Source: an optimization exercise on an open RTL-to-GDS flow (aim: small area). Production flows keep margins and buffers that such runs may drop.
The RTL was checked by simulation tests, not by an equivalence proof against the original design.
The clock port is modelled as an ideal driver, which makes a skipped or thinned clock tree look cheaper than it is; a real chip needs a root buffer or a tree.
Power figures rest on the tool's default switching activity, not on a simulated workload.

[flow/design.v]
module swo_core #(
    parameter integer N = 52    
) (
    input  wire clock,
    input  wire rst,
    input  wire triggerIn,
    input  wire buttonIn,
    output wire swoOut,
    output wire ledRun,
    output wire ledMode
);
    localparam [15:0] PAYLOAD = 16'h4101;
    localparam [4:0] Q_STOP  = 5'd0;
    localparam [4:0] Q_IDLE  = 5'd12;
    localparam [4:0] Q_START = 5'd13;
    localparam [4:0] Q_WAIT  = 5'd14;
    localparam [4:0] Q_SBIT  = 5'd15;
    reg [6:0] cnt;        
    reg [3:0] hi13;       
    reg [3:0] trgCount;   
    reg [2:0] hist;       
    reg       mode;       
    reg       pend;       
    reg [4:0] q;          
    reg       encEn;
    reg       clkDly;
    reg       outPrev;
    wire tbCC  = (hi13 == 4'd9) & (cnt[2:0] == 3'd3);
    wire tbClk = (hi13 > 4'd9) | ((hi13 == 4'd9) & cnt[2]);
    wire trigger = ~triggerIn & (trgCount >= 4'd11) & (trgCount <= 4'd13);
    wire sample = (cnt == 7'h7f);
    wire dis = buttonIn ^ hist[2];
    wire btnFallNext = sample & hist[2] & hist[1] & hist[0] & ~buttonIn;
    wire qIdle  = ~q[4] & q[2] & ~q[1] & ~q[0];
    wire qStart = ~q[4] & q[2] & ~q[1] &  q[0];
    wire qSbit  = ~q[4] & q[2] &  q[1] &  q[0];
    wire qStop  = ~q[4] & ~q[2];
    wire qBit   = q[4];
    wire running = ~(~q[4] & q[2] & ~q[1]);
    wire dataBit = PAYLOAD[q[3:0]];
    reg encOut;
    always @(*) begin
        if (qSbit)     encOut = clkDly;
        else if (qBit) encOut = ~(dataBit ^ clkDly);
        else           encOut = 1'b0;
    end
    wire outRise = encOut & ~outPrev;
    wire advance = qIdle ? (trigger | mode) :
                   qStart ? 1'b1 : (encEn & tbCC);
    wire [4:0] qNext = qStop ? Q_IDLE : q + 5'd1;
    always @(posedge clock) begin
        outPrev <= encOut;
        if (encEn) clkDly <= tbClk;
        encEn <= qIdle | qStart | mode | trigger | (encEn & ~(outRise & qBit));
        if (rst) begin
            cnt      <= 7'd0;
            hi13     <= 4'd3;
            trgCount <= 4'd0;
            hist     <= 3'b000;
            mode     <= 1'b0;
            pend     <= 1'b0;
            q        <= Q_IDLE;
        end else begin
            cnt <= cnt + 7'd1;
            if (cnt[2:0] == 3'd7) hi13 <= (hi13 == 4'd15) ? 4'd3 : hi13 + 4'd1;
            if (triggerIn) trgCount <= trgCount + {3'd0, ~&trgCount};
            else           trgCount <= 4'd0;
            if (sample) begin
                hist[0] <= dis & ~hist[0];
                hist[1] <= dis & (hist[1] ^ hist[0]);
                hist[2] <= hist[2] ^ (dis & hist[1] & hist[0]);
            end
            if (pend & (~mode | qStop)) mode <= ~mode;
            pend <= (pend & mode & ~qStop) | btnFallNext;
            if (advance) q <= qNext;
        end
    end
    assign swoOut  = encOut;
    assign ledRun  = running & encEn;
    assign ledMode = mode;
endmodule
[flow/flow/run.sh]
#!/bin/bash
# Own layout flow: the standard ORFS flow (standard.sh, unchanged steps)
# with these settings passed to make:
#  - synthesis maps with an area-oriented ABC script and without adder-cell
#    extraction; registers are the standard ones. Each script in flow/abc/
#    is tried (synthesis only, in try_<name>/) and the one giving the least
#    cell area is used for the layout;
#  - the port buffers are buf_1 cells;
#  - CTS builds its tree from clkbuf_8 cells without dummy loads;
# and after CTS, flow/unroot.tcl removes the root clock buffer, whose only
# loads are the two or three leaf clock buffers (the clock port then drives
# them directly).
# make's output goes to flow_make_*.log here (try_<name>.log for the trials);
# each ORFS tool writes its own log under orfs/logs/ (try_<name>/logs/).
set -euo pipefail
W="$PWD"
COMMON=(ABC_AREA=1 ADDER_MAP_FILE= "BUFFER_PORTS_ARGS=-buffer_cell sky130_fd_sc_hd__buf_1"
  "CTS_ARGS=-dont_use_dummy_load -sink_clustering_enable -sink_clustering_size 40 -sink_clustering_max_diameter 200 -buf_list sky130_fd_sc_hd__clkbuf_8 -root_buf sky130_fd_sc_hd__clkbuf_8 -repair_clock_nets")
for f in flow/abc/*.script; do
  n=$(basename "$f" .script)
  cp -r "$FLOW_HOME/scripts" "scripts_$n"
  cp "$f" "scripts_$n/abc_area.script"
  sed "s#$W/orfs#$W/try_$n#g" standard.sh > "try_$n.sh"
  bash "try_$n.sh" SCRIPTS_DIR="$W/scripts_$n" "${COMMON[@]}" synth > "try_$n.log" 2>&1 &
done
wait
best=""; besta=""
for f in flow/abc/*.script; do
  n=$(basename "$f" .script)
  a=$(grep -h "Chip area for module" "try_$n/reports/$FLOW_PLATFORM/swo_core/base/synth_stat.txt" 2>/dev/null | awk '{print $NF}' | tail -1)
  echo "$n ${a:-failed}" >> synth_trials.log
  if [[ -n "$a" ]] && { [[ -z "$besta" ]] || awk "BEGIN{exit !($a < $besta)}"; }; then best=$n; besta=$a; fi
done
echo "chosen $best $besta" >> synth_trials.log
ARGS=(SCRIPTS_DIR="$W/scripts_$best" "${COMMON[@]}")
bash standard.sh "${ARGS[@]}" cts > flow_make_cts.log 2>&1
RESULTS="$W/orfs/results/$FLOW_PLATFORM/swo_core/base" openroad -no_init -exit flow/unroot.tcl > unroot.log 2>&1
bash standard.sh "${ARGS[@]}" finish > flow_make_finish.log 2>&1
[flow/flow/abc/C.script]
strash
&get -n
&fraig -x
&put
scorr
dc2
dretime
strash
&get -n
&dch -f
&nf -R 1000
&put
topo
[flow/flow/abc/P.script]
strash
&get -n
&fraig -x
&put
scorr
dc2
dretime
strash
&get -n
&dch -f
&nf -R 2000 -C 32
&put
topo
[flow/flow/abc/R.script]
strash
rewrite
refactor
balance
rewrite -z
refactor -z
&get -n
&dch -f
&nf -R 1000
&put
topo
[flow/flow/abc/S.script]
strash
&get -n
&dch
&nf -R 1000
&put
topo
[flow/flow/abc/T.script]
strash
rewrite
refactor
balance
rewrite -z
refactor -z
rewrite -z
balance
&get -n
&dch -f
&nf -R 1000
&put
topo
[flow/flow/abc/U.script]
strash
rewrite
refactor
balance
rewrite -z
refactor -z
&get -n
&fraig -x
&put
&get -n
&dch -f
&nf -R 1000
&put
topo
[flow/flow/abc/V.script]
strash
rewrite
refactor
rewrite -z
refactor -z
rewrite -z
&get -n
&dch -f
&nf -R 1000
&put
topo
[flow/flow/abc/W.script]
strash
rewrite
refactor
balance
rewrite -z
refactor -z
&get -n
&dch -f
&nf -R 1000
&put
strash
rewrite
refactor
rewrite -z
&get -n
&dch -f
&nf -R 1000
&put
topo
[flow/flow/unroot.tcl]
# After CTS: the root clock buffer only drives the leaf clock buffers. Drop
# it and let the clock port drive those few buffers directly.
set R $::env(RESULTS)
read_db $R/4_cts.odb
set block [ord::get_db_block]
set port_net [[$block findBTerm clock] getNet]
set loads {}
foreach it [$port_net getITerms] { lappend loads $it }
if {[llength $loads] == 1} {
  set root [[lindex $loads 0] getInst]
  set out_net ""
  foreach it [$root getITerms] {
    if {[$it isOutputSignal]} { set out_net [$it getNet] }
  }
  set leaves {}
  foreach it [$out_net getITerms] {
    if {[$it getInst] ne $root} { lappend leaves $it }
  }
  set ok [expr {[llength $leaves] <= 4}]
  foreach it $leaves {
    if {![string match "sky130_fd_sc_hd__clkbuf_*" [[[$it getInst] getMaster] getName]]} { set ok 0 }
  }
  if {$ok} {
    foreach it $leaves { $it disconnect; $it connect $port_net }
    puts "unroot: removed [$root getName], port drives [llength $leaves] buffers"
    odb::dbInst_destroy $root
    odb::dbNet_destroy $out_net
    write_db $R/4_cts.odb
  } else {
    puts "unroot: tree left as is"
  }
}
[flow/standard.sh]
#!/bin/bash
# synth_recipe.tcl (not shown) runs the flow's synth.tcl, then flattens the netlist and writes it again
# the make line also repeats each setting of config.mk as NAME=value (left out here)
make -C /OpenROAD-flow-scripts/flow DESIGN_CONFIG=/design/flow/config.mk WORK_HOME=/design/flow/orfs CLKGATE_MAP_FILE= SYNTH_SCRIPT=/design/flow/synth_recipe.tcl "${@:-finish}"
[flow/config.mk]
export PLATFORM = sky130hd
export DESIGN_NAME = swo_core
export DESIGN_NICKNAME = swo_core
export VERILOG_FILES = /design/flow/design.v
export SDC_FILE = /design/flow/constraint.sdc
export NUM_CORES = 4
export LEC_CHECK = 0
export CAP_MARGIN = 20
export CORE_AREA = 2.3 2.72 60.72 59.84
export DIE_AREA = 0 0 62.895 62.895
export SLEW_MARGIN = 20
[flow/constraint.sdc]
create_clock -name core_clock -period 10.0 [get_ports {clock}]
set_input_delay 2.0000 -clock core_clock [delete_from_list [all_inputs] [get_ports {clock}]]
set_output_delay 2.0000 -clock core_clock [all_outputs]
set_load 0.01 [all_outputs]
==> run_results.csv, run 1 <==
group,metric,value,unit
routing,routed_wl,1740,microns
finish,fillerInstances,373,
sta,tightestPinTransition,676,ps
finish,antenna_cells,0,
routing,via_per_inst,4.74,
sta,layout_min_cycle_time,3560,ps
sta,finClkSkew,12.8,ps
sta,slew-limit-headroom,0.549,
outcome,result_of_the_run,"finished clean",
routing,route.detailed.wl_per_inst,10.0,microns
sta,finalHoldViolCount,0,
place,gp_congestion,0.766,
logic_synthesis,synth_area_per_cell,9.05,sq um
logic_synthesis,synth.yosys.seq_area_share,0.530,
power_and_ir_drop,power.density,140,mW/mm^2
critical_path,worst_setup_path_class,"input pin to flop",
logic_synthesis,synth.ff_latch_count,28,
die,placement_rows,21,
job,drv.max_cap_violation_count,0,
sta,grt_setup_unrepaired,"false",
logic_synthesis,synth-async-reset-ratio,0,
place,placed_cell_area,0.00116,sq mm
logic_synthesis,ys_types,28,
critical_path,worst-path-max-fanout,4,
logic_synthesis,netlist.area_leader.share,0.502,
critical_path,crit_top_cell,"nor2b_1",
routing,drc_violations_left,0,
logic_synthesis,post-synth-top-count-cell,"dfxtp_1",
die,fp.dieArea,0.00396,sq mm
critical_path,critical-path-max-stage-delay,360,ps
finish,final_net_count,133,
place,dp_hpwl,1340,microns
logic_synthesis,yosys-top-cells-count,"dfxtp_1 (27), nor2_1 (15), a21oi_1 (12)",
power_and_ir_drop,vdd_ir_drop_max,0.0430,mV
die,area_of_the_core,0.00334,sq mm
global_routing,grt_max_degree,17,
place,port_buffers,6,
critical_path,reg2reg_setup_slack,7780,ps
power_and_ir_drop,cell_leakage_power,0.412,nW
routing,dr_total_vias,820,
routing,antenna_nets_post_route,0,
critical_path,crit_chain,"buf_1, a211oi_1, a21oi_1, nor2b_1, o31ai_1, and2_0, nor2b_1, xnor2_1, nor2_1",
clock_tree,cts.hold.buffers_added,0,
logic_synthesis,synth-edff-count,1,
logic_synthesis,syn_nets,123,
finish,reg_area,571,sq um
hold_path,worstHoldPathType,"flop to flop",
clock_tree,buffers_inserted_during_post_cts_setup_optimization,0,
global_routing,globalRoute.totalOverflow,0,
logic_synthesis,yosys_most_used_dff,"dfxtp_1",
die,die_w,62.9,microns
routing,drt_iter0_drc,47,
finish,drive_above_1_share,0.0157,
finish,multi_input_area,503,sq um
logic_synthesis,post_synth_main_area_contributors,"dfxtp_1 (50%), a21oi_1 (5.6%), nor2_1 (5.2%)",
die,fp.dieH,62.9,microns
critical_path,critPathArrivalTime,3560,ps
logic_synthesis,netlist_instances,119,
clock_tree,clk_latency,150,ps
routing,drt_pass1_iterations,4,
sta,final.setup.tns,0,ps
clock_tree,postCtsResizedCells,0,
die,initial_utilization,0.323,
die,i_o_pin_total,7,
sta,finalSetupViolCount,0,
global_routing,grt_pass1_wl,3150,microns
logic_synthesis,syn-cell-area,0.00108,sq mm
critical_path,critical_path.slowest_cell,"o31ai_1",
clock_tree,cts.reportedPaths.clkPinSlew,70,ps
sta,report.final.slew_viol_count,0,
logic_synthesis,synthesis.yosys.warnings,1,
global_routing,grt_antenna_before_repair,0,
finish,final_area,0.00118,sq mm
critical_path,worstSetupStartpointType,"input pin",
sta,final.period_utilization,0.356,
clock_tree,clock_sinks,28,
sta,timing.fmax,281,MHz
critical_path,worst-endpoint-required,10010,ps
critical_path,endpoint_kind,"flop",
logic_synthesis,synth_largest_area_cell,"dfxtp_1",
finish,area_delta_synth_final,9.99,%
global_routing,grt.total_usage,0.0975,
global_routing,number_of_global_route_vias_before_repair,776,
finish,postLayoutCoreUtil,0.355,
-- cells by family (layout without fill, tap and decap cells) --
logic type,after synthesis,count (layout),share of synthesized area
flops,28,28,0.530
simple gates,54,54,0.246
xor+xnor,8,8,0.0650
buf+inv,1,9,0.00348
compound gates,28,28,0.156
-- state kept, by name (all words and copies together), names as in the netlist --
name      count
cnt           7
q             5
hi13          4
trgCount      4
hist          3
clkDly        1
encEn         1
mode          1
outPrev       1
pend          1
-- per-stage QoR --
step	setup WS (ps)	total power [mW]	std cells	hold slack, ps
floorplan	6570	0.122	119	425
global placement	6370	0.124	171	436
detailed placement	6290	0.124	171	448
CTS	6420	0.182	174	461
global route	6220	0.173	173	481
finish	6440	0.166	173	457
-- cells in the final DEF (no fill, tap or decap), drive strengths merged --
| master | synthesis | layout |
|---|---|---|
| nor4 | 1 | 1 |
| clkbuf | 0 | 2 |
| xnor2 | 6 | 6 |
| and2 | 3 | 3 |
| clkinv | 1 | 1 |
| a21oi | 12 | 12 |
| nand2b | 2 | 2 |
| nor2b | 3 | 3 |
| and3 | 3 | 3 |
| buf | 0 | 6 |
| a31o | 1 | 1 |
| edfxtp | 1 | 1 |
| and4 | 1 | 1 |
| or2 | 1 | 1 |
| a211oi | 2 | 2 |
| xor2 | 2 | 2 |
| a31oi | 3 | 3 |
| o211a | 1 | 1 |
| o21bai | 1 | 1 |
| nor3b | 1 | 1 |
| o21a | 2 | 2 |
| nor2 | 15 | 15 |
| dfxtp | 27 | 27 |
| o31ai | 1 | 1 |
| nand2 | 10 | 10 |
| nand3 | 5 | 5 |
| nor3 | 7 | 7 |
| o21ai | 5 | 5 |
| nand4 | 1 | 1 |
| nand3b | 1 | 1 |
-- area by class of cell --
class / instances / area share
multi-input cells: 90 / 0.424
well taps: 46 / 0.0486
repair buffers: 6 / 0.0190
flip-flops and latches: 28 / 0.482
inverters: 1 / 0.00317
clock buffers: 2 / 0.0232
-- per-layer routing --
layer	share of wire	up-vias	track usage
li1	-	439	-
met1	0.47	366	0.112
met2	0.48	12	0.168
met3	0.027	3	0.0198
met4	0.020	0	0.0528
met5	0	-	0
-- critical path, delay by kind of cell --
kind,cells,cell delay [ps]
AOI/OAI and AO/OA,3,680
and+or+nand+nor,4,660
xor gates and xnor gates,1,130
buffers and inverters,1,80
-- where the power goes --
part	internal (mW)	leakage, nW	total, mW	switching (mW)
combinational	0.00237	0.167	0.00587	0.00350
sequential	0.114	0.231	0.116	0.00210
clock	0.0184	0.0144	0.0445	0.0261
total	0.135	0.412	0.166	0.0317
-- path summary, 6_finish.rpt --
check	to	start	cells after the start
min	trgCount[0]$_SDFF_PP0_	trgCount[0]$_SDFF_PP0_	1
max reg2reg	q[4]$_SDFFE_PP0P_	trgCount[1]$_SDFF_PP0_	10
max	q[4]$_SDFFE_PP0P_	triggerIn	9
min reg2reg	trgCount[0]$_SDFF_PP0_	trgCount[0]$_SDFF_PP0_	1
==> run 2: changes to the inputs <==
--- a/flow/design.v
+++ b/flow/design.v
@@ -17,7 +17,8 @@
     localparam [4:0] Q_SBIT  = 5'd15;
     reg [6:0] cnt;        
     reg [3:0] hi13;       
-    reg [3:0] trgCount;   
+    reg       trgP;
+    reg [2:0] trgL;
     reg [2:0] hist;       
     reg       mode;       
     reg       pend;       
@@ -27,7 +28,8 @@
     reg       outPrev;
     wire tbCC  = (hi13 == 4'd9) & (cnt[2:0] == 3'd3);
     wire tbClk = (hi13 > 4'd9) | ((hi13 == 4'd9) & cnt[2]);
-    wire trigger = ~triggerIn & (trgCount >= 4'd11) & (trgCount <= 4'd13);
+    wire trigger = ~triggerIn & ~trgP & (trgL >= 3'd3) & (trgL <= 3'd5);
+    wire trgSat  = ~trgP & (trgL == 3'd6);
     wire sample = (cnt == 7'h7f);
     wire dis = buttonIn ^ hist[2];
     wire btnFallNext = sample & hist[2] & hist[1] & hist[0] & ~buttonIn;
@@ -55,7 +57,8 @@
         if (rst) begin
             cnt      <= 7'd0;
             hi13     <= 4'd3;
-            trgCount <= 4'd0;
+            trgP     <= 1'b1;
+            trgL     <= 3'd0;
             hist     <= 3'b000;
             mode     <= 1'b0;
             pend     <= 1'b0;
@@ -63,8 +66,13 @@
         end else begin
             cnt <= cnt + 7'd1;
             if (cnt[2:0] == 3'd7) hi13 <= (hi13 == 4'd15) ? 4'd3 : hi13 + 4'd1;
-            if (triggerIn) trgCount <= trgCount + {3'd0, ~&trgCount};
-            else           trgCount <= 4'd0;
+            if (triggerIn) begin
+                if (!trgSat) trgL <= trgL + 3'd1;
+                if (trgL == 3'd6) trgP <= 1'b0;
+            end else begin
+                trgP <= 1'b1;
+                trgL <= 3'd0;
+            end
             if (sample) begin
                 hist[0] <= dis & ~hist[0];
                 hist[1] <= dis & (hist[1] ^ hist[0]);
==> flow/flow/abc/R2.script (new file) <==
strash
rewrite
refactor
balance
rewrite -z
refactor -z
&get -n
&dch -f
&nf -R 1000 -p -F 8 -A 4 -C 32
&put
topo
==> run_results.csv, run 2 <==
group,metric,value,unit
critical_path,cpLargestDelayFamily,"simple AND/OR/NAND/NOR gates",
global_routing,grt_util_met2,0.170,
critical_path,endpoint_kind,"flop",
hold_path,worstHoldPathType,"flop to flop",
critical_path,critPathBufInv,1,
finish,antenna_cells,0,
logic_synthesis,synth-edff-count,1,
finish,drive_above_1_share,0.0156,
sta,finClkSkew,2.19,ps
logic_synthesis,synth_area_per_cell,8.91,sq um
sta,final.setup.tns,0,ps
die,fp.dieH,62.9,microns
sta,slew-limit-headroom,0.505,
die,area_of_the_core,0.00334,sq mm
global_routing,grt_pass1_wl,3130,microns
logic_synthesis,yosys_most_used_dff,"dfxtp_1",
place,placed_cell_area,0.00115,sq mm
place,gp_congestion,0.709,
logic_synthesis,yosys-top-cells-count,"dfxtp_1 (27), a21oi_1 (15), nor2_1 (14)",
finish,largest_register_ffs,7,
global_routing,groute.layer.met3.usage,0.0324,
finish,most_frequent_cells_in_the_layout,"dfxtp_1 (27), a21oi_1 (15), nor2_1 (14)",
clock_tree,clock_sinks,28,
clock_tree,postCtsResizedCells,0,
global_routing,grt_max_degree,18,
critical_path,worst-endpoint-required,10020,ps
critical_path,critPathArrivalTime,3540,ps
routing,drt_pass1_iterations,4,
power_and_ir_drop,cell_leakage_power,0.413,nW
sta,layout_min_cycle_time,3520,ps
routing,routed_wl,1790,microns
sta,report.final.slew_viol_count,0,
critical_path,worst_r2r_path_depth,9,
logic_synthesis,ys_types,23,
logic_synthesis,netlist_instances,120,
global_routing,grt.total_usage,0.0978,
critical_path,worstSetupStartpointType,"input pin",
place,port_buffers,6,
routing,route.detailed.wl_per_inst,10.3,microns
logic_synthesis,synth.ff_latch_count,28,
critical_path,worst_setup_path_class,"input pin to flop",
die,fp.dieArea,0.00396,sq mm
sta,finalHoldViolCount,0,
clock_tree,cts.reportedPaths.clkPinSlew,90,ps
sta,grt_setup_unrepaired,"false",
logic_synthesis,synth.yosys.seq_area_share,0.533,
finish,area_delta_synth_final,10.1,%
critical_path,critical-path-max-stage-delay,390,ps
outcome,result_of_the_run,"finished clean",
clock_tree,clk_latency,150,ps
die,die_w,62.9,microns
logic_synthesis,post-synth-top-count-cell,"dfxtp_1",
logic_synthesis,synth_largest_area_cell,"dfxtp_1",
finish,final_net_count,134,
sta,tightestPinTransition,743,ps
job,drv.max_cap_violation_count,0,
power_and_ir_drop,vdd_ir_drop_max,0.112,mV
sta,final.period_utilization,0.352,
routing,dr_total_vias,855,
logic_synthesis,post_synth_main_area_contributors,"dfxtp_1 (51%), a21oi_1 (7.0%), nor2_1 (4.9%)",
finish,reg.largest.list,"cnt x7, q x5, hi13 x4",
routing,antenna_nets_post_route,0,
critical_path,crit_chain,"buf_1, nor4b_1, nor3_1, o32ai_1, and3_1, and3_1, xnor2_1, nor2_1",
routing,drc_violations_left,0,
die,i_o_pin_total,7,
critical_path,worst-path-max-fanout,5,
critical_path,worstSetupPathDepth,8,
logic_synthesis,syn_nets,124,
place,dp_hpwl,1340,microns
logic_synthesis,syn-cell-area,0.00107,sq mm
sta,finalSetupViolCount,0,
global_routing,grt.met1_usage,0.114,
die,placement_rows,21,
logic_synthesis,netlist.area_leader.share,0.505,
global_routing,busiest_layer,"met2",
finish,largest_register,"cnt",
critical_path,crit_top_cell,"and3_1",
global_routing,number_of_global_route_vias_before_repair,775,
global_routing,globalRoute.totalOverflow,0,
die,initial_utilization,0.321,
finish,final_area,0.00118,sq mm
critical_path,critical_path.slowest_cell,"nor4b_1",
logic_synthesis,synth-async-reset-ratio,0,
global_routing,grt_antenna_before_repair,0,
power_and_ir_drop,power.density,143,mW/mm^2
sta,timing.fmax,284,MHz
clock_tree,cts.hold.buffers_added,0,
logic_synthesis,synthesis.yosys.warnings,1,
routing,via_per_inst,4.91,
hold_path,number_of_instances_on_the_worst_hold_path,1,
clock_tree,buffers_inserted_during_post_cts_setup_optimization,0,
routing,drt_iter0_drc,53,
finish,most_common_cell_after_layout_fill_and_taps_aside,"dfxtp_1",
## run 2: cells by family (layout without fill, tap and decap cells)
group                     after synthesis  after routing  share of synthesized area
and+or+nand+nor                        55             55                      0.251
DFF                                    28             28                      0.533
buffers and inverters                   0              8                          0
xor gates and xnor gates                5              5                     0.0409
AOI/OAI and AO/OA                      32             32                      0.174
## run 2: area by class of cell
class,instances,area [sq um]
Fill cell,348,2160
Sequential cell,28,571
Multi-Input combinational cell,92,499
Tap cell,46,57.6
Clock buffer,2,27.5
Timing Repair Buffer,6,22.5
## run 2: through the flow
step / cells / total power [mW] / setup slack (ps) / hold WS (ps) / utilization
after floorplan: 120 / 0.123 / 6620 / 439 / -
after global placement: 172 / 0.125 / 6380 / 451 / 0.345
after detailed placement: 172 / 0.125 / 6320 / 471 / 0.345
after CTS: 175 / 0.185 / 6460 / 484 / 0.357
after global routing: 174 / 0.176 / 6280 / 504 / 0.353
final: 174 / 0.169 / 6480 / 480 / 0.353
## run 2: worst reg2reg max path, delay by kind of cell (launching register included)
kind / cells / cell delay [ps]
xor+xnor: 1 / 120
simple gates: 7 / 1160
compound gates: 1 / 470
flops: 1 / 380
## run 2: worst paths after layout
kind	startpoint	to	slack [ps]
worst max register to register	q[2]$_SDFFE_PP1P_	q[4]$_SDFFE_PP0P_	7750
worst min register to register	pend$_SDFF_PP0_	mode$_SDFFE_PP0P_	480
worst min-delay path	pend$_SDFF_PP0_	mode$_SDFFE_PP0P_	480
worst max-delay path	triggerIn	q[4]$_SDFFE_PP0P_	6480
## run 2: power breakdown
part	internal (mW)	leakage (nW)	switching (mW)
Clock	0.0184	0.0144	0.0276
Sequential	0.114	0.231	0.00228
Combinational	0.00277	0.167	0.00398
## run 2: layer usage
layer,wire (microns),up-vias,part of all wire
li1,-,448,-
met1,859,391,0.48
met2,818,14,0.46
met3,93,2,0.052
met4,19,0,0.011
met5,0,-,0
==> run 3: changes to the inputs <==
--- a/flow/design.v
+++ b/flow/design.v
@@ -31,8 +31,21 @@
     wire trigger = ~triggerIn & ~trgP & (trgL >= 3'd3) & (trgL <= 3'd5);
     wire trgSat  = ~trgP & (trgL == 3'd6);
     wire sample = (cnt == 7'h7f);
-    wire dis = buttonIn ^ hist[2];
-    wire btnFallNext = sample & hist[2] & hist[1] & hist[0] & ~buttonIn;
+    reg [2:0] histNext;
+    always @(*) begin
+        case (hist)
+            3'd0: histNext = (buttonIn == 1'b0) ? 3'd0 : 3'd1;
+            3'd1: histNext = (buttonIn == 1'b0) ? 3'd0 : 3'd3;
+            3'd3: histNext = (buttonIn == 1'b0) ? 3'd0 : 3'd7;
+            3'd7: histNext = (buttonIn == 1'b0) ? 3'd0 : 3'd5;
+            3'd5: histNext = (buttonIn == 1'b1) ? 3'd5 : 3'd4;
+            3'd4: histNext = (buttonIn == 1'b1) ? 3'd5 : 3'd6;
+            3'd6: histNext = (buttonIn == 1'b1) ? 3'd5 : 3'd2;
+            3'd2: histNext = (buttonIn == 1'b1) ? 3'd5 : 3'd0;
+            default: histNext = 3'd0;
+        endcase
+    end
+    wire btnFallNext = sample & (hist == 3'd2) & ~buttonIn;
     wire qIdle  = ~q[4] & q[2] & ~q[1] & ~q[0];
     wire qStart = ~q[4] & q[2] & ~q[1] &  q[0];
     wire qSbit  = ~q[4] & q[2] &  q[1] &  q[0];
@@ -59,7 +72,7 @@
             hi13     <= 4'd3;
             trgP     <= 1'b1;
             trgL     <= 3'd0;
-            hist     <= 3'b000;
+            hist     <= 3'd0;
             mode     <= 1'b0;
             pend     <= 1'b0;
             q        <= Q_IDLE;
@@ -73,11 +86,7 @@
                 trgP <= 1'b1;
                 trgL <= 3'd0;
             end
-            if (sample) begin
-                hist[0] <= dis & ~hist[0];
-                hist[1] <= dis & (hist[1] ^ hist[0]);
-                hist[2] <= hist[2] ^ (dis & hist[1] & hist[0]);
-            end
+            if (sample) hist <= histNext;
             if (pend & (~mode | qStop)) mode <= ~mode;
             pend <= (pend & mode & ~qStop) | btnFallNext;
             if (advance) q <= qNext;
==> run_results.csv, run 3 <==
group,metric,value,unit
logic_synthesis,synth_area_per_cell,8.84,sq um
finish,finalNonFillerCells,175,
critical_path,critical_path_launch_point,"triggerIn",
sta,report.final.slew_viol_count,0,
place,dpl.cell_count,173,
routing,route.detailed.wl_per_inst,10.5,microns
logic_synthesis,yosys-top-cells-count,"dfxtp_1 (27), nor2_1 (16), a21oi_1 (14)",
logic_synthesis,synth.ff_latch_count,28,
sta,slew-limit-headroom,0.491,
logic_synthesis,syn_nets,125,
logic_synthesis,netlist_instances,121,
die,initial_utilization,0.321,
logic_synthesis,yosys_most_used_dff,"dfxtp_1",
finish,largest_register,"cnt",
sta,timing.fmax,275,MHz
job,drv.max_cap_violation_count,0,
critical_path,worstReg2RegEnd,"q[4]$_SDFFE_PP0P_",
finish,final_area,0.00118,sq mm
die,die_w,62.9,microns
die,area_of_the_core,0.00334,sq mm
hold_path,worstHoldPathType,"flop to flop",
logic_synthesis,synth_adder_area_share,0,
logic_synthesis,simple_logic_cell_fraction_of_the_synthesized_area,0.253,
die,fp.dieH,62.9,microns
clock_tree,cts.reportedPaths.clkPinSlew,90,ps
logic_synthesis,ys_types,25,
critical_path,worst-path-max-fanout,5,
global_routing,grt_max_degree,19,
die,i_o_pin_total,7,
routing,drt_iter0_drc,47,
sta,final.period_utilization,0.363,
logic_synthesis,netlist.area_leader.share,0.505,
logic_synthesis,synth_compound_area_frac,0.167,
place,gp_congestion,0.760,
logic_synthesis,post_synth_main_area_contributors,"dfxtp_1 (51%), a21oi_1 (6.5%), nor2_1 (5.6%)",
critical_path,crit_path_end,"q[4]$_SDFFE_PP0P_",
power_and_ir_drop,comb_power_share,0.037,
power_and_ir_drop,net-switching-power,34.4,uW
clock_tree,postCtsResizedCells,0,
global_routing,number_of_global_route_vias_before_repair,771,
finish,antenna_cells,0,
finish,most_common_cell_after_layout_fill_and_taps_aside,"dfxtp_1",
global_routing,grt_antenna_before_repair,0,
power_and_ir_drop,power.density,144,mW/mm^2
hold_path,number_of_instances_on_the_worst_hold_path,1,
logic_synthesis,muxShareOfSynthArea,0.0187,
finish,largest_register_ffs,7,
place,dp_hpwl,1380,microns
logic_synthesis,synth-async-reset-ratio,0,
routing,routed_wl,1840,microns
power_and_ir_drop,power_switching_share,0.203,
logic_synthesis,syn-cell-area,0.00107,sq mm
sta,finClkSkew,12.2,ps
clock_tree,cts.hold.buffers_added,0,
finish,reg.largest.list,"cnt x7, q x5, hi13 x4",
routing,antenna_nets_post_route,0,
critical_path,worstSetupStartpointType,"input pin",
clock_tree,buffers_inserted_during_post_cts_setup_optimization,0,
finish,final_net_count,135,
place,port_buffers,6,
power_and_ir_drop,power,169,uW
critical_path,worst-endpoint-required,10030,ps
critical_path,worst_setup_path_class,"input pin to flop",
finish,postLayoutCoreUtil,0.353,
critical_path,endpoint_kind,"flop",
critical_path,critPathArrivalTime,3660,ps
routing,drc_violations_left,0,
power_and_ir_drop,power.sequential.fraction,0.686,
die,placement_rows,21,
global_routing,globalRoute.totalOverflow,0,
place,placed_cell_area,0.00115,sq mm
logic_synthesis,synth-edff-count,1,
sta,finalHoldViolCount,0,
logic_synthesis,synth_top_family_by_area,"simple AND/OR/NAND/NOR gates",
clock_tree,clk_latency,150,ps
sta,grt_setup_unrepaired,"false",
logic_synthesis,synth.yosys.seq_area_share,0.533,
clock_tree,clock_sinks,28,
sta,final.setup.tns,0,ps
sta,finalSetupViolCount,0,
power_and_ir_drop,power.share.clock,0.277,
global_routing,grt.total_usage,0.103,
die,fp.dieArea,0.00396,sq mm
critical_path,reg2reg_setup_slack,7810,ps
sta,layout_min_cycle_time,3630,ps
power_and_ir_drop,power_report.internal_total,135,uW
logic_synthesis,synthesis.yosys.warnings,1,
logic_synthesis,post-synth-top-count-cell,"dfxtp_1",
critical_path,timing.rr.start,"q[2]$_SDFFE_PP1P_",
routing,dr_total_vias,849,
outcome,result_of_the_run,"finished clean",
power_and_ir_drop,cell_leakage_power,0.431,nW
logic_synthesis,synth-xor-area-share,0.0246,
routing,via_per_inst,4.85,
global_routing,grt_pass1_wl,3270,microns
routing,drt_pass1_iterations,4,
finish,area_delta_synth_final,10.1,%
finish,most_frequent_cells_in_the_layout,"dfxtp_1 (27), nor2_1 (16), a21oi_1 (14)",
sta,tightestPinTransition,763,ps
logic_synthesis,synth_largest_area_cell,"dfxtp_1",
power_and_ir_drop,vdd_ir_drop_max,0.0795,mV
finish,drive_above_1_share,0.0155,
critical_path,worst_r2r_path_depth,7,
-- run 3: cell count changes in the layout (fill, tap and decap cells not counted), sizes merged, moves of 2 or more --
cell	previous run	this run
nand2	12	9
a211oi	0	2
nor2	14	16
o21a	5	3
o21ai	6	10
mux2i	0	2
-- run 3: cell families (layout without fill, tap and decap cells) --
kind of cell / count (synthesis) / count (layout)
AOI/OAI and AO/OA: 32 / 32
xor gates and xnor gates: 3 / 3
buffers and inverters: 1 / 9
DFF: 28 / 28
muxes: 2 / 2
and+or+nand+nor: 55 / 55
-- run 3: worst max-delay path, stage by stage --
cell,delay [ps]
buf_1,100
nor4b_1,370
nor3_1,70
o21ai_0,390
and3_1,300
nor2b_1,230
xnor2_1,140
nor2_1,50
-- run 3: worst min-delay path by stage --
stage	endpoint	startpoint
2_1_floorplan	clkDly$_DFFE_PP_	encEn$_DFF_P_
3_3_place_gp	mode$_SDFFE_PP0P_	pend$_SDFF_PP0_
3_5_place_dp	mode$_SDFFE_PP0P_	pend$_SDFF_PP0_
4_1_cts	mode$_SDFFE_PP0P_	pend$_SDFF_PP0_
5_1_grt	clkDly$_DFFE_PP_	encEn$_DFF_P_
6_report	mode$_SDFFE_PP0P_	pend$_SDFF_PP0_
-- run 3: area by class of cell --
class	instances	area (sq um)
Clock buffer	2	27.5
Inverter	1	3.75
Fill cell	364	2160
Timing Repair Buffer	6	22.5
Multi-Input combinational cell	92	495
Sequential cell	28	571
Tap cell	46	57.6
-- run 3: per-layer routing --
layer  vias up  part of all wire  track usage
met5         -                 0            0
met2         4              0.48        0.172
met1       388              0.48        0.126
met3         4             0.026       0.0270
met4         0             0.017       0.0417
li1        453                 -            -
-- run 3: per-stage QoR --
| step | hold slack (ps) | worst slack (ps) |
|---|---|---|
| final | 488 | 6370 |
| after global routing | 519 | 6180 |
| after CTS | 489 | 6320 |
| after detailed placement | 468 | 6200 |
| after global placement | 454 | 6290 |
| after floorplan | 443 | 6540 |
-- run 3: power by group through the flow --
stage	combinational [mW]	sequential, mW	clock (mW)
4_1_cts	0.00634	0.116	0.0624
3_5_place_dp	0.00637	0.119	0
3_3_place_gp	0.00609	0.119	0
5_1_grt	0.00733	0.117	0.0529
6_report	0.00624	0.116	0.0468
2_1_floorplan	0.00408	0.118	0
==> run 4: changes to the inputs <==
==> flow/flow/run.sh (replaced) <==
#!/bin/bash
# Own layout flow: the standard ORFS flow (standard.sh, unchanged steps)
# with these settings passed to make:
#  - synthesis maps with an area-oriented ABC script and without adder-cell
#    extraction; registers are the standard ones. Each script in flow/abc/
#    and 16 deepsyn-based scripts (seeds 1..16, written to abc_gen/) are
#    tried (synthesis only, in try_<name>/); the one giving the least cell
#    area is used for the layout;
#  - the port buffers are buf_1 cells;
#  - CTS builds its tree from clkbuf_8 cells without dummy loads;
# and after CTS, flow/unroot.tcl removes the root clock buffer, whose only
# loads are the two or three leaf clock buffers (the clock port then drives
# them directly).
# make's output goes to flow_make_*.log here (try_<name>.log for the trials,
# synth_trials.log for their areas); each ORFS tool writes its own log under
# orfs/logs/ (try_<name>/logs/ for the trials).
set -euo pipefail
W="$PWD"
COMMON=(ABC_AREA=1 ADDER_MAP_FILE= "BUFFER_PORTS_ARGS=-buffer_cell sky130_fd_sc_hd__buf_1"
  "CTS_ARGS=-dont_use_dummy_load -sink_clustering_enable -sink_clustering_size 40 -sink_clustering_max_diameter 200 -buf_list sky130_fd_sc_hd__clkbuf_8 -root_buf sky130_fd_sc_hd__clkbuf_8 -repair_clock_nets")
mkdir -p abc_gen
for s in $(seq 1 16); do
  printf '%s\n' strash '&get -n' "&deepsyn -J 100 -S $s -T 100" '&put' '&get -n' '&dch -f' \
    '&nf -R 1000 -p -F 8 -A 4 -C 32' '&put' topo > "abc_gen/J$s.script"
done
SCRIPTS=(flow/abc/*.script abc_gen/*.script)
for f in "${SCRIPTS[@]}"; do
  n=$(basename "$f" .script)
  cp -r "$FLOW_HOME/scripts" "scripts_$n"
  cp "$f" "scripts_$n/abc_area.script"
  sed "s#$W/orfs#$W/try_$n#g" standard.sh > "try_$n.sh"
  bash "try_$n.sh" SCRIPTS_DIR="$W/scripts_$n" "${COMMON[@]}" synth > "try_$n.log" 2>&1 &
done
wait
best=""; besta=""
for f in "${SCRIPTS[@]}"; do
  n=$(basename "$f" .script)
  a=$(grep -h "Chip area for module" "try_$n/reports/$FLOW_PLATFORM/swo_core/base/synth_stat.txt" 2>/dev/null | awk '{print $NF}' | tail -1 || true)
  echo "$n ${a:-failed}" >> synth_trials.log
  if [[ -n "$a" ]] && { [[ -z "$besta" ]] || awk "BEGIN{exit !($a < $besta)}"; }; then best=$n; besta=$a; fi
done
echo "chosen $best $besta" >> synth_trials.log
ARGS=(SCRIPTS_DIR="$W/scripts_$best" "${COMMON[@]}")
bash standard.sh "${ARGS[@]}" cts > flow_make_cts.log 2>&1
RESULTS="$W/orfs/results/$FLOW_PLATFORM/swo_core/base" openroad -no_init -exit flow/unroot.tcl > unroot.log 2>&1
bash standard.sh "${ARGS[@]}" finish > flow_make_finish.log 2>&1
==> run_results.csv, run 4 <==
group,metric,value,unit
critical_path,cpLargestDelayFamily,"compound AO/OA/AOI/OAI gates",
critical_path,worstSetupStartpointType,"flop",
finish,area_delta_synth_final,10.2,%
die,placement_rows,21,
finish,finalNonFillerCells,172,
logic_synthesis,yosys-top-cells-count,"dfxtp_1 (27), nor2_1 (14), nand2_1 (11)",
logic_synthesis,netlist_instances,118,
logic_synthesis,ys_types,27,
place,port_buffers,6,
logic_synthesis,synth.ff_latch_count,28,
logic_synthesis,post_synth_main_area_contributors,"dfxtp_1 (51%), nor2_1 (5.0%), nor3_1 (4.7%)",
hold_path,worstHoldPathType,"flop to flop",
critical_path,critical-path-max-stage-delay,450,ps
logic_synthesis,synth-async-reset-ratio,0,
clock_tree,buffers_inserted_during_post_cts_setup_optimization,0,
power_and_ir_drop,power.density,144,mW/mm^2
sta,finClkSkew,9.53,ps
critical_path,reg2reg_setup_slack,8050,ps
critical_path,timing.rr.start,"trgL[0]$_SDFFE_PP0N_",
sta,final.setup.tns,0,ps
sta,layout_min_cycle_time,3470,ps
critical_path,endpoint_kind,"primary output",
critical_path,critPathBufInv,1,
job,drv.max_cap_violation_count,0,
global_routing,grt_antenna_before_repair,0,
finish,final_net_count,132,
finish,largest_register_ffs,7,
global_routing,globalRoute.totalOverflow,0,
logic_synthesis,synth_area_per_cell,8.94,sq um
die,area_of_the_core,0.00334,sq mm
sta,finalSetupViolCount,0,
logic_synthesis,yosys_most_used_dff,"dfxtp_1",
logic_synthesis,post-synth-top-count-cell,"dfxtp_1",
sta,timing.fmax,289,MHz
global_routing,number_of_global_route_vias_before_repair,817,
hold_path,number_of_instances_on_the_worst_hold_path,1,
die,i_o_pin_total,7,
routing,via_per_inst,4.87,
place,gp_congestion,0.707,
routing,route.detailed.wl_per_inst,11.0,microns
finish,largest_register,"cnt",
logic_synthesis,synthesis.yosys.warnings,1,
outcome,result_of_the_run,"finished clean",
logic_synthesis,netlist.area_leader.share,0.512,
logic_synthesis,synth-edff-count,1,
finish,reg.largest.list,"cnt x7, q x5, hi13 x4",
finish,most_common_cell_after_layout_fill_and_taps_aside,"dfxtp_1",
critical_path,crit_top_cell,"o21ai_0",
sta,grt_setup_unrepaired,"false",
die,fp.dieArea,0.00396,sq mm
critical_path,worst-endpoint-required,8000,ps
logic_synthesis,synth.yosys.seq_area_share,0.541,
global_routing,grt_pass1_wl,3400,microns
logic_synthesis,syn_nets,122,
routing,antenna_nets_post_route,0,
power_and_ir_drop,cell_leakage_power,0.413,nW
sta,report.final.slew_viol_count,0,
clock_tree,cts.reportedPaths.clkPinSlew,90,ps
sta,slew-limit-headroom,0.550,
finish,antenna_cells,0,
power_and_ir_drop,power,167,uW
routing,drt_pass1_iterations,4,
sta,whs,452,ps
sta,final.period_utilization,0.347,
critical_path,worst-path-max-fanout,8,
critical_path,crit_chain,"nand3_1, o21ai_0, nand2b_1, a21boi_0, o21ai_0, o21ai_0, buf_1",
critical_path,worstReg2RegEnd,"q[4]$_SDFFE_PP0P_",
logic_synthesis,syn-cell-area,0.00105,sq mm
clock_tree,postCtsResizedCells,0,
clock_tree,clk_latency,150,ps
power_and_ir_drop,vdd_ir_drop_max,0.0508,mV
critical_path,worst_setup_path_class,"flop to primary output",
place,dp_hpwl,1430,microns
routing,drt_iter0_drc,19,
die,initial_utilization,0.316,
global_routing,grt_max_degree,16,
critical_path,worst_r2r_path_depth,9,
global_routing,grt.total_usage,0.106,
logic_synthesis,synth_largest_area_cell,"dfxtp_1",
hold_path,holdPathEnd,"cnt[0]$_SDFF_PP0_",
critical_path,critPathArrivalTime,1470,ps
die,die_w,62.9,microns
finish,drive_above_1_share,0.0159,
routing,routed_wl,1900,microns
sta,tightestPinTransition,674,ps
critical_path,critical_path.slowest_cell,"dfxtp_1",
die,fp.dieH,62.9,microns
finish,most_frequent_cells_in_the_layout,"dfxtp_1 (27), nor2_1 (14), nand2_1 (11)",
hold_path,hp-start,"cnt[0]$_SDFF_PP0_",
routing,drc_violations_left,0,
routing,dr_total_vias,837,
clock_tree,cts.hold.buffers_added,0,
sta,finalHoldViolCount,0,
clock_tree,clock_sinks,28,
place,dpl.cell_count,170,
-- run 4: cell count changes after synthesis, moves of 3 or more --
| cell | change |
|---|---|
| a21oi_1 | -7 |
| a31oi_1 | +3 |
| and3_1 | -3 |
| xnor2_1 | -3 |
-- run 4: how the worst max path moves through the flow --
stage / startpoint / endpoint / slack, ps / cells past startpoint
after global routing: q[1]$_SDFFE_PP0P_ / swoOut / 6310 / 7
after floorplan: triggerIn / q[2]$_SDFFE_PP1P_ / 6910 / 6
final: q[1]$_SDFFE_PP0P_ / swoOut / 6530 / 7
after CTS: q[1]$_SDFFE_PP0P_ / swoOut / 6410 / 7
after global placement: triggerIn / q[4]$_SDFFE_PP0P_ / 6690 / 8
after detailed placement: triggerIn / q[4]$_SDFFE_PP0P_ / 6610 / 8
-- run 4: kinds of logic (layout without fill, tap and decap cells) --
logic type      Yosys count  in the layout  synth area share
flops                    28             28             0.541
xor+xnor                  2              2            0.0166
compound gates           31             31             0.179
buf+inv                   1              9           0.00356
simple gates             56             56             0.260
-- run 4: area by class of cell --
type,count,area [sq um]
Clock buffer,2,27.5
Fill cell,351,2170
Inverter,1,3.75
Multi-Input combinational cell,89,480
Sequential cell,28,571
Tap cell,46,57.6
Timing Repair Buffer,6,22.5
-- run 4: worst reg2reg max path, cell delays in order, from the launching register on --
cell      delay [ps]
dfxtp_1          380
and2_0           160
o21ai_0          120
nor3_1           220
nor3_1            70
o22ai_1          230
and2_0           300
nand2b_1         130
xor2_1           160
nor2_1            50
-- run 4: power breakdown --
part,total [mW],internal [mW],switching [mW]
sequential,0.115,0.114,0.00162
combinational,0.00627,0.00231,0.00396
clock,0.0456,0.0184,0.0272
-- run 4: metrics by stage --
stage | utilization | area, sq um | worst slack, ps
after floorplan | - | 1050 | 6910
after global placement | 0.340 | 1130 | 6690
after detailed placement | 0.340 | 1130 | 6610
after CTS | 0.352 | 1180 | 6410
after global routing | 0.348 | 1160 | 6310
final | 0.348 | 1160 | 6530
-- run 4: metal layers --
| layer | part of all wire | track usage |
|---|---|---|
| met3 | 0.022 | 0.0180 |
| met5 | 0 | 0 |
| met4 | 0.023 | 0.0583 |
| met2 | 0.51 | 0.191 |
| met1 | 0.44 | 0.117 |
==> run 5: changes to the inputs <==
--- a/flow/design.v
+++ b/flow/design.v
@@ -36,12 +36,12 @@
         case (hist)
             3'd0: histNext = (buttonIn == 1'b0) ? 3'd0 : 3'd1;
             3'd1: histNext = (buttonIn == 1'b0) ? 3'd0 : 3'd3;
-            3'd3: histNext = (buttonIn == 1'b0) ? 3'd0 : 3'd7;
-            3'd7: histNext = (buttonIn == 1'b0) ? 3'd0 : 3'd5;
-            3'd5: histNext = (buttonIn == 1'b1) ? 3'd5 : 3'd4;
-            3'd4: histNext = (buttonIn == 1'b1) ? 3'd5 : 3'd6;
-            3'd6: histNext = (buttonIn == 1'b1) ? 3'd5 : 3'd2;
-            3'd2: histNext = (buttonIn == 1'b1) ? 3'd5 : 3'd0;
+            3'd3: histNext = (buttonIn == 1'b0) ? 3'd0 : 3'd6;
+            3'd6: histNext = (buttonIn == 1'b0) ? 3'd0 : 3'd4;
+            3'd4: histNext = (buttonIn == 1'b1) ? 3'd4 : 3'd5;
+            3'd5: histNext = (buttonIn == 1'b1) ? 3'd4 : 3'd7;
+            3'd7: histNext = (buttonIn == 1'b1) ? 3'd4 : 3'd2;
+            3'd2: histNext = (buttonIn == 1'b1) ? 3'd4 : 3'd0;
             default: histNext = 3'd0;
         endcase
     end
==> run_results.csv, run 5 <==
group,metric,value,unit
outcome,result_of_the_run,"finished clean",
routing,antenna_nets_post_route,0,
critical_path,timing.rr.start,"cnt[0]$_SDFF_PP0_",
logic_synthesis,post_synth_main_area_contributors,"dfxtp_1 (51%), nor2_1 (5.4%), a21oi_1 (5.2%)",
routing,dr_total_vias,868,
sta,tightestPinTransition,709,ps
sta,final.period_utilization,0.345,
critical_path,worstReg2RegEnd,"pend$_SDFF_PP0_",
place,dp_hpwl,1420,microns
finish,most_frequent_cells_in_the_layout,"dfxtp_1 (27), nor2_1 (15), o21ai_0 (11), a21oi_1 (11), nor3_1 (9)",
power_and_ir_drop,cell_leakage_power,0.418,nW
die,fp.dieH,62.9,microns
die,die_w,62.9,microns
sta,report.final.slew_viol_count,0,
sta,timing.fmax,290,MHz
clock_tree,postCtsResizedCells,0,
sta,final.setup.worst_slack,6550,ps
power_and_ir_drop,vdd_ir_drop_max,0.0437,mV
logic_synthesis,netlist.area_leader.share,0.514,
routing,route.detailed.wl_per_inst,11.1,microns
routing,routed_wl,1900,microns
sta,grt_setup_unrepaired,"false",
global_routing,number_of_global_route_vias_before_repair,816,
finish,fillerInstances,348,
logic_synthesis,yosys-top-cells-count,"dfxtp_1 (27), nor2_1 (15), a21oi_1 (11), o21ai_0 (11), nor3_1 (9)",
finish,largest_register,"cnt",
critical_path,worstSetupStartpointType,"flop",
place,place_ws,6700,ps
clock_tree,clock_sinks,28,
die,initial_utilization,0.315,
logic_synthesis,syn_nets,121,
logic_synthesis,ys_types,29,
critical_path,endpoint_kind,"primary output",
finish,final_net_count,131,
sta,final.setup.tns,0,ps
sta,finalHoldViolCount,0,
sta,slew-limit-headroom,0.527,
logic_synthesis,synth.yosys.seq_area_share,0.543,
routing,drt_iter0_drc,39,
logic_synthesis,synth-edff-count,1,
finish,antenna_cells,0,
hold_path,hp-start,"trgL[0]$_SDFFE_PP0N_",
logic_synthesis,synth_largest_area_cell,"dfxtp_1",
clock_tree,cts.reportedPaths.clkPinSlew,90,ps
finish,reg.largest.list,"cnt x7, q x5, hi13 x4",
logic_synthesis,post-synth-top-count-cell,"dfxtp_1",
finish,area_delta_synth_final,10.2,%
sta,finalSetupViolCount,0,
global_routing,grt_max_degree,18,
global_routing,busiest_layer,"met2",
job,drv.max_cap_violation_count,0,
finish,drive_above_1_share,0.0160,
place,gp_congestion,0.783,
routing,drt_pass1_iterations,4,
global_routing,grt_antenna_before_repair,0,
global_routing,grt_util_met2,0.185,
global_routing,globalRoute.totalOverflow,0,
logic_synthesis,synth_area_per_cell,8.98,sq um
global_routing,grt_pass1_wl,3370,microns
finish,largest_register_ffs,7,
routing,drc_violations_left,0,
critical_path,critPathArrivalTime,1450,ps
routing,via_per_inst,5.08,
critical_path,worst-path-max-fanout,8,
power_and_ir_drop,power.density,146,mW/mm^2
hold_path,worstHoldPathType,"flop to flop",
clock_tree,buffers_inserted_during_post_cts_setup_optimization,0,
finish,most_common_cell_after_layout_fill_and_taps_aside,"dfxtp_1",
critical_path,worst_setup_path_class,"flop to primary output",
critical_path,worst-endpoint-required,8000,ps
logic_synthesis,synthesis.yosys.warnings,1,
critical_path,crit_path_end,"swoOut",
clock_tree,cts.hold.buffers_added,0,
sta,layout_min_cycle_time,3450,ps
critical_path,reg2reg_setup_slack,7990,ps
clock_tree,clk_latency,150,ps
critical_path,critical_path_launch_point,"q[2]$_SDFFE_PP1P_",
logic_synthesis,synth-async-reset-ratio,0,
die,i_o_pin_total,7,
critical_path,worst_r2r_path_depth,6,
global_routing,grt.total_usage,0.104,
place,port_buffers,6,
sta,finClkSkew,5.76,ps
logic_synthesis,syn-cell-area,0.00105,sq mm
global_routing,groute.layer.met3.usage,0.0234,
die,area_of_the_core,0.00334,sq mm
logic_synthesis,yosys_most_used_dff,"dfxtp_1",
die,fp.dieArea,0.00396,sq mm
logic_synthesis,synth.ff_latch_count,28,
die,placement_rows,21,
logic_synthesis,netlist_instances,117,
global_routing,grt.met1_usage,0.120,
## run 5: cell types whose count changed after synthesis, sizes merged, moves of 2 or more
cell / before / now
xor2: 2 / 0
a21oi: 7 / 11
a32o: 2 / 0
nand2: 11 / 6
## run 5: metrics by stage
stage               hold slack, ps  power (mW)  instances  utilization  instance area [sq um]
floorplan                      431       0.123        117            -                   1050
global placement               445       0.126        169        0.339                   1130
detailed placement             462       0.126        169        0.339                   1130
CTS                            479       0.183        172        0.351                   1170
global route                   504       0.176        171        0.347                   1160
finish                         478       0.170        171        0.347                   1160
## run 5: routing by layer
layer,up-vias,share of wire
met5,-,0
met4,0,0.015
met3,3,0.033
met2,13,0.47
met1,404,0.48
li1,448,-
## run 5: worst max-delay path, cell delays in order, from the launching register on
cell and delay (ps):
dfxtp_1 470, nand3_1 140, o21ai_0 90, nand2b_1 90, o21ai_0 160, a21o_1 110
o21ai_0 90, buf_1 150
## run 5: how the worst min path moves through the flow
stage / endpoint / slack (ps) / cells after the start
final: trgL[0]$_SDFFE_PP0N_ / 480 / 1
after global routing: trgL[0]$_SDFFE_PP0N_ / 500 / 1
after CTS: trgL[0]$_SDFFE_PP0N_ / 480 / 1
after detailed placement: cnt[0]$_SDFF_PP0_ / 460 / 1
after global placement: cnt[0]$_SDFF_PP0_ / 450 / 1
after floorplan: trgL[0]$_SDFFE_PP0N_ / 430 / 1
## run 5: cell families (layout without fill, tap and decap cells)
| kind of cell | count (synthesis) | count (layout) | synth area share |
|---|---|---|---|
| mux | 1 | 1 | 0.00952 |
| simple gates | 49 | 49 | 0.230 |
| flops | 28 | 28 | 0.543 |
| xor+xnor | 1 | 1 | 0.00833 |
| buf+inv | 2 | 10 | 0.00715 |
| compound gates | 36 | 36 | 0.202 |
## run 5: layout make-up
| type | count | area [sq um] | share of cell area |
|---|---|---|---|
| Multi-Input combinational cell | 87 | 473 | 0.408 |
| Inverter | 2 | 7.51 | 0.00648 |
| Tap cell | 46 | 57.6 | 0.0497 |
| Timing Repair Buffer | 6 | 22.5 | 0.0194 |
| Sequential cell | 28 | 571 | 0.492 |
| Clock buffer | 2 | 27.5 | 0.0238 |
## run 5: where the power goes
part,switching [mW],leakage [nW],internal [mW]
Clock,0.0277,0.0144,0.0184
Sequential,0.00198,0.231,0.114
Combinational,0.00466,0.173,0.00279
==> run 6: changes to the inputs <==
--- a/flow/flow/run.sh
+++ b/flow/flow/run.sh
@@ -8,9 +8,9 @@
 #    area is used for the layout;
 #  - the port buffers are buf_1 cells;
 #  - CTS builds its tree from clkbuf_8 cells without dummy loads;
-# and after CTS, flow/unroot.tcl removes the root clock buffer, whose only
-# loads are the two or three leaf clock buffers (the clock port then drives
-# them directly).
+# and after CTS, flow/unroot.tcl removes the root clock buffer (whose only
+# loads are the leaf clock buffers) and merges the leaves into one clkbuf_16
+# that the clock port drives directly, then legalizes the placement.
 # make's output goes to flow_make_*.log here (try_<name>.log for the trials,
 # synth_trials.log for their areas); each ORFS tool writes its own log under
 # orfs/logs/ (try_<name>/logs/ for the trials).
==> flow/flow/unroot.tcl (replaced) <==
# After CTS: the root clock buffer only drives the leaf clock buffers. Drop
# it, merge the leaves into one clkbuf_16 that drives every clock sink, and
# let the clock port drive that buffer directly. Then legalize placement.
set R $::env(RESULTS)
read_db $R/4_cts.odb
set block [ord::get_db_block]
set port_net [[$block findBTerm clock] getNet]
proc out_net {inst} {
  foreach it [$inst getITerms] { if {[$it isOutputSignal]} { return [$it getNet] } }
  return ""
}
set loads [$port_net getITerms]
if {[llength $loads] == 1} {
  set root [[lindex $loads 0] getInst]
  set rnet [out_net $root]
  set leaves {}
  foreach it [$rnet getITerms] { if {[$it getInst] ne $root} { lappend leaves [$it getInst] } }
  set ok [expr {[llength $leaves] >= 1 && [llength $leaves] <= 4}]
  foreach l $leaves { if {![string match "sky130_fd_sc_hd__clkbuf_*" [[$l getMaster] getName]]} { set ok 0 } }
  if {$ok} {
    set keep [lindex $leaves 0]
    set knet [out_net $keep]
    foreach l [lrange $leaves 1 end] {
      set lnet [out_net $l]
      foreach it [$lnet getITerms] {
        if {[$it getInst] ne $l} { $it disconnect; $it connect $knet }
      }
      odb::dbInst_destroy $l
      odb::dbNet_destroy $lnet
    }
    $keep swapMaster [[ord::get_db] findMaster sky130_fd_sc_hd__clkbuf_16]
    set kin ""
    foreach it [$keep getITerms] { if {[$it isInputSignal]} { set kin $it } }
    $kin disconnect; $kin connect $port_net
    odb::dbInst_destroy $root
    odb::dbNet_destroy $rnet
    detailed_placement
    check_placement -verbose
    puts "unroot: one clkbuf_16 ([$keep getName]) drives the clock sinks"
    write_db $R/4_cts.odb
  } else {
    puts "unroot: tree left as is"
  }
}
==> run_results.csv, run 6 <==
group,metric,value,unit
die,placement_rows,21,
sta,report.final.slew_viol_count,0,
finish,antenna_cells,0,
job,drv.max_cap_violation_count,0,
critical_path,critical_path_launch_point,"q[2]$_SDFFE_PP1P_",
clock_tree,clk_latency,160,ps
global_routing,number_of_global_route_vias_before_repair,817,
power_and_ir_drop,power.density,146,mW/mm^2
outcome,result_of_the_run,"finished clean",
routing,drc_violations_left,0,
power_and_ir_drop,power,169,uW
finish,largest_register,"cnt",
place,gp_congestion,0.783,
hold_path,worstHoldPathType,"flop to flop",
clock_tree,postCtsResizedCells,0,
global_routing,grt_max_degree,29,
critical_path,worstReg2RegEnd,"pend$_SDFF_PP0_",
finish,drive_above_1_share,0.00806,
logic_synthesis,synth_area_per_cell,8.98,sq um
routing,antenna_nets_post_route,0,
clock_tree,cts.reportedPaths.clkPinSlew,100,ps
routing,routed_wl,1880,microns
critical_path,reg2reg_setup_slack,7990,ps
logic_synthesis,synth_adder_area_share,0,
die,fp.dieH,62.9,microns
logic_synthesis,synth.yosys.seq_area_share,0.543,
logic_synthesis,post_synth_main_area_contributors,"dfxtp_1 (51%), nor2_1 (5.4%), a21oi_1 (5.2%)",
finish,largest_register_ffs,7,
routing,route.detailed.wl_per_inst,11.0,microns
sta,whs,481,ps
sta,timing.fmax,289,MHz
sta,finalHoldViolCount,0,
logic_synthesis,synthesis.yosys.warnings,1,
global_routing,grt_antenna_before_repair,0,
logic_synthesis,netlist.area_leader.share,0.514,
sta,layout_min_cycle_time,3460,ps
routing,drt_pass1_iterations,4,
critical_path,worst_setup_path_class,"flop to primary output",
sta,slew-limit-headroom,0.531,
logic_synthesis,yosys-top-cells-count,"dfxtp_1 (27), nor2_1 (15), a21oi_1 (11), o21ai_0 (11), nor3_1 (9)",
finish,reg.largest.list,"cnt x7, q x5, hi13 x4",
critical_path,worstSetupStartpointType,"flop",
routing,dr_total_vias,852,
die,die_w,62.9,microns
global_routing,grt.total_usage,0.102,
sta,finalSetupViolCount,0,
logic_synthesis,syn_nets,121,
logic_synthesis,netlist_instances,117,
logic_synthesis,syn-cell-area,0.00105,sq mm
clock_tree,clock_sinks,28,
critical_path,endpoint_kind,"primary output",
finish,most_common_cell_after_layout_fill_and_taps_aside,"dfxtp_1",
logic_synthesis,yosys_most_used_dff,"dfxtp_1",
logic_synthesis,synth_largest_area_cell,"dfxtp_1",
finish,multi_input_area,473,sq um
sta,final.setup.tns,0,ps
logic_synthesis,synth-async-reset-ratio,0,
place,dp_hpwl,1420,microns
clock_tree,cts.hold.buffers_added,0,
logic_synthesis,post-synth-top-count-cell,"dfxtp_1",
place,port_buffers,6,
critical_path,critPathArrivalTime,1460,ps
critical_path,worst-path-max-fanout,8,
logic_synthesis,synth-xor-area-share,0.00833,
finish,final_net_count,130,
critical_path,timing.rr.start,"cnt[0]$_SDFF_PP0_",
global_routing,globalRoute.totalOverflow,0,
power_and_ir_drop,cell_leakage_power,0.416,nW
finish,reg_area,571,sq um
critical_path,worst-endpoint-required,8000,ps
power_and_ir_drop,vdd_ir_drop_max,0.0593,mV
critical_path,worst_r2r_path_depth,6,
die,i_o_pin_total,7,
finish,fillerInstances,346,
place,dpl.cell_count,169,
logic_synthesis,synth_top_family_by_area,"simple AND/OR/NAND/NOR gates",
sta,tightestPinTransition,704,ps
finish,area_delta_synth_final,10.0,%
die,initial_utilization,0.315,
global_routing,grt_pass1_wl,3350,microns
logic_synthesis,muxShareOfSynthArea,0.00952,
logic_synthesis,synth-edff-count,1,
sta,final.period_utilization,0.346,
finish,finalNonFillerCells,170,
sta,grt_setup_unrepaired,"false",
logic_synthesis,synth.ff_latch_count,28,
logic_synthesis,ys_types,29,
logic_synthesis,simple_logic_cell_fraction_of_the_synthesized_area,0.230,
finish,most_frequent_cells_in_the_layout,"dfxtp_1 (27), nor2_1 (15), o21ai_0 (11), a21oi_1 (11), nor3_1 (9)",
die,area_of_the_core,0.00334,sq mm
sta,finClkSkew,3.19,ps
routing,drt_iter0_drc,56,
critical_path,crit_path_end,"swoOut",
die,fp.dieArea,0.00396,sq mm
clock_tree,buffers_inserted_during_post_cts_setup_optimization,0,
logic_synthesis,synth_compound_area_frac,0.202,
routing,via_per_inst,5.01,
## run 6: cell counts after synthesis
Identical to the previous run, type by type.
## run 6: logic make-up (layout without fill, tap and decap cells)
group                  after synthesis  count (layout)
XOR/XNOR                             1               1
AND/OR/NAND/NOR                     49              49
flip-flops                          28              28
AO/OA/AOI/OAI                       36              36
multiplexers                         1               1
buffers and inverters                2               9
## run 6: final cells by class
class	count	area share
Inverter	2	0.00649
Clock buffer	1	0.0216
Tap cell	46	0.0498
Multi-Input combinational cell	87	0.409
Timing Repair Buffer	6	0.0195
Sequential cell	28	0.494
## run 6: worst max-delay path, cell delays in order, from the launching register on
cell	delay (ps)
dfxtp_1	470
nand3_1	140
o21ai_0	90
nand2b_1	90
o21ai_0	160
a21o_1	110
o21ai_0	90
buf_1	150
## run 6: power breakdown
part / internal (mW) / total, mW / switching (mW) / leakage, nW
combinational: 0.00279 / 0.00742 / 0.00463 / 0.173
clock: 0.0185 / 0.0456 / 0.0271 / 0.0123
sequential: 0.114 / 0.116 / 0.00199 / 0.231
total: 0.135 / 0.169 / 0.0337 / 0.416
## run 6: worst min-delay path by stage
| stage | from | to | cells past startpoint |
|---|---|---|---|
| after floorplan | trgL[0]$_SDFFE_PP0N_ | trgL[0]$_SDFFE_PP0N_ | 1 |
| after global placement | cnt[0]$_SDFF_PP0_ | cnt[0]$_SDFF_PP0_ | 1 |
| after detailed placement | cnt[0]$_SDFF_PP0_ | cnt[0]$_SDFF_PP0_ | 1 |
| after CTS | trgL[0]$_SDFFE_PP0N_ | trgL[0]$_SDFFE_PP0N_ | 1 |
| after global routing | cnt[5]$_SDFF_PP0_ | cnt[5]$_SDFF_PP0_ | 2 |
| final | trgL[0]$_SDFFE_PP0N_ | trgL[0]$_SDFFE_PP0N_ | 1 |
## run 6: per-stage QoR
step	worst slack [ps]	cell area [sq um]	utilization
final	6540	1160	0.346
after global routing	6400	1160	0.346
after CTS	6410	1170	0.351
after detailed placement	6700	1130	0.339
after global placement	6680	1130	0.339
after floorplan	6960	1050	-
## run 6: per-layer routing
layer | global-route usage | up-vias | part of all wire
met5 | 0 | - | 0
met4 | 0.0250 | 0 | 0.0080
met3 | 0.0180 | 2 | 0.023
met2 | 0.189 | 7 | 0.48
met1 | 0.119 | 398 | 0.49
li1 | - | 445 | -

-- re-timing with driven ports --
No port has a modelled driver above. Below, the same layouts with a new extraction and two added sets of constraints. Step 1 sets driving cells, clkbuf_16 on the clock port and buf_2 on the other inputs (assumed; they add their load-dependent delay and slew). Step 2 adds t to the input delays and takes it off the output delays; t is the mean of the earliest and latest rising clock arrival at the registers after step 1. Input paths then give back, and output paths get back, about the clock's delay inside the block. a / b / c = no drivers / after step 1 / after step 2; a / b = the first two.
| run | t, ns | setup WS [ns] | hold slack, ns |
|---|---|---|---|
| run 1 | 0.175 | 6.445 / 6.459 / 6.283 | 0.457 / 0.457 / 0.457 |
| run 2 | 0.177 | 6.477 / 6.490 / 6.313 | 0.480 / 0.480 / 0.480 |
| run 3 | 0.182 | 6.365 / 6.381 / 6.199 | 0.488 / 0.488 / 0.488 |
| run 4 | 0.179 | 6.535 / 6.499 / 6.594 | 0.452 / 0.452 / 0.452 |
| run 5 | 0.178 | 6.554 / 6.521 / 6.689 | 0.478 / 0.478 / 0.478 |
| run 6 | 0.188 | 6.535 / 6.508 / 6.691 | 0.481 / 0.481 / 0.481 |
After both steps setup and hold are still met in every run listed. For run 3, which loses most, drivers alone change the setup slack by +0.016 ns; drivers and shift together by -0.166 ns.
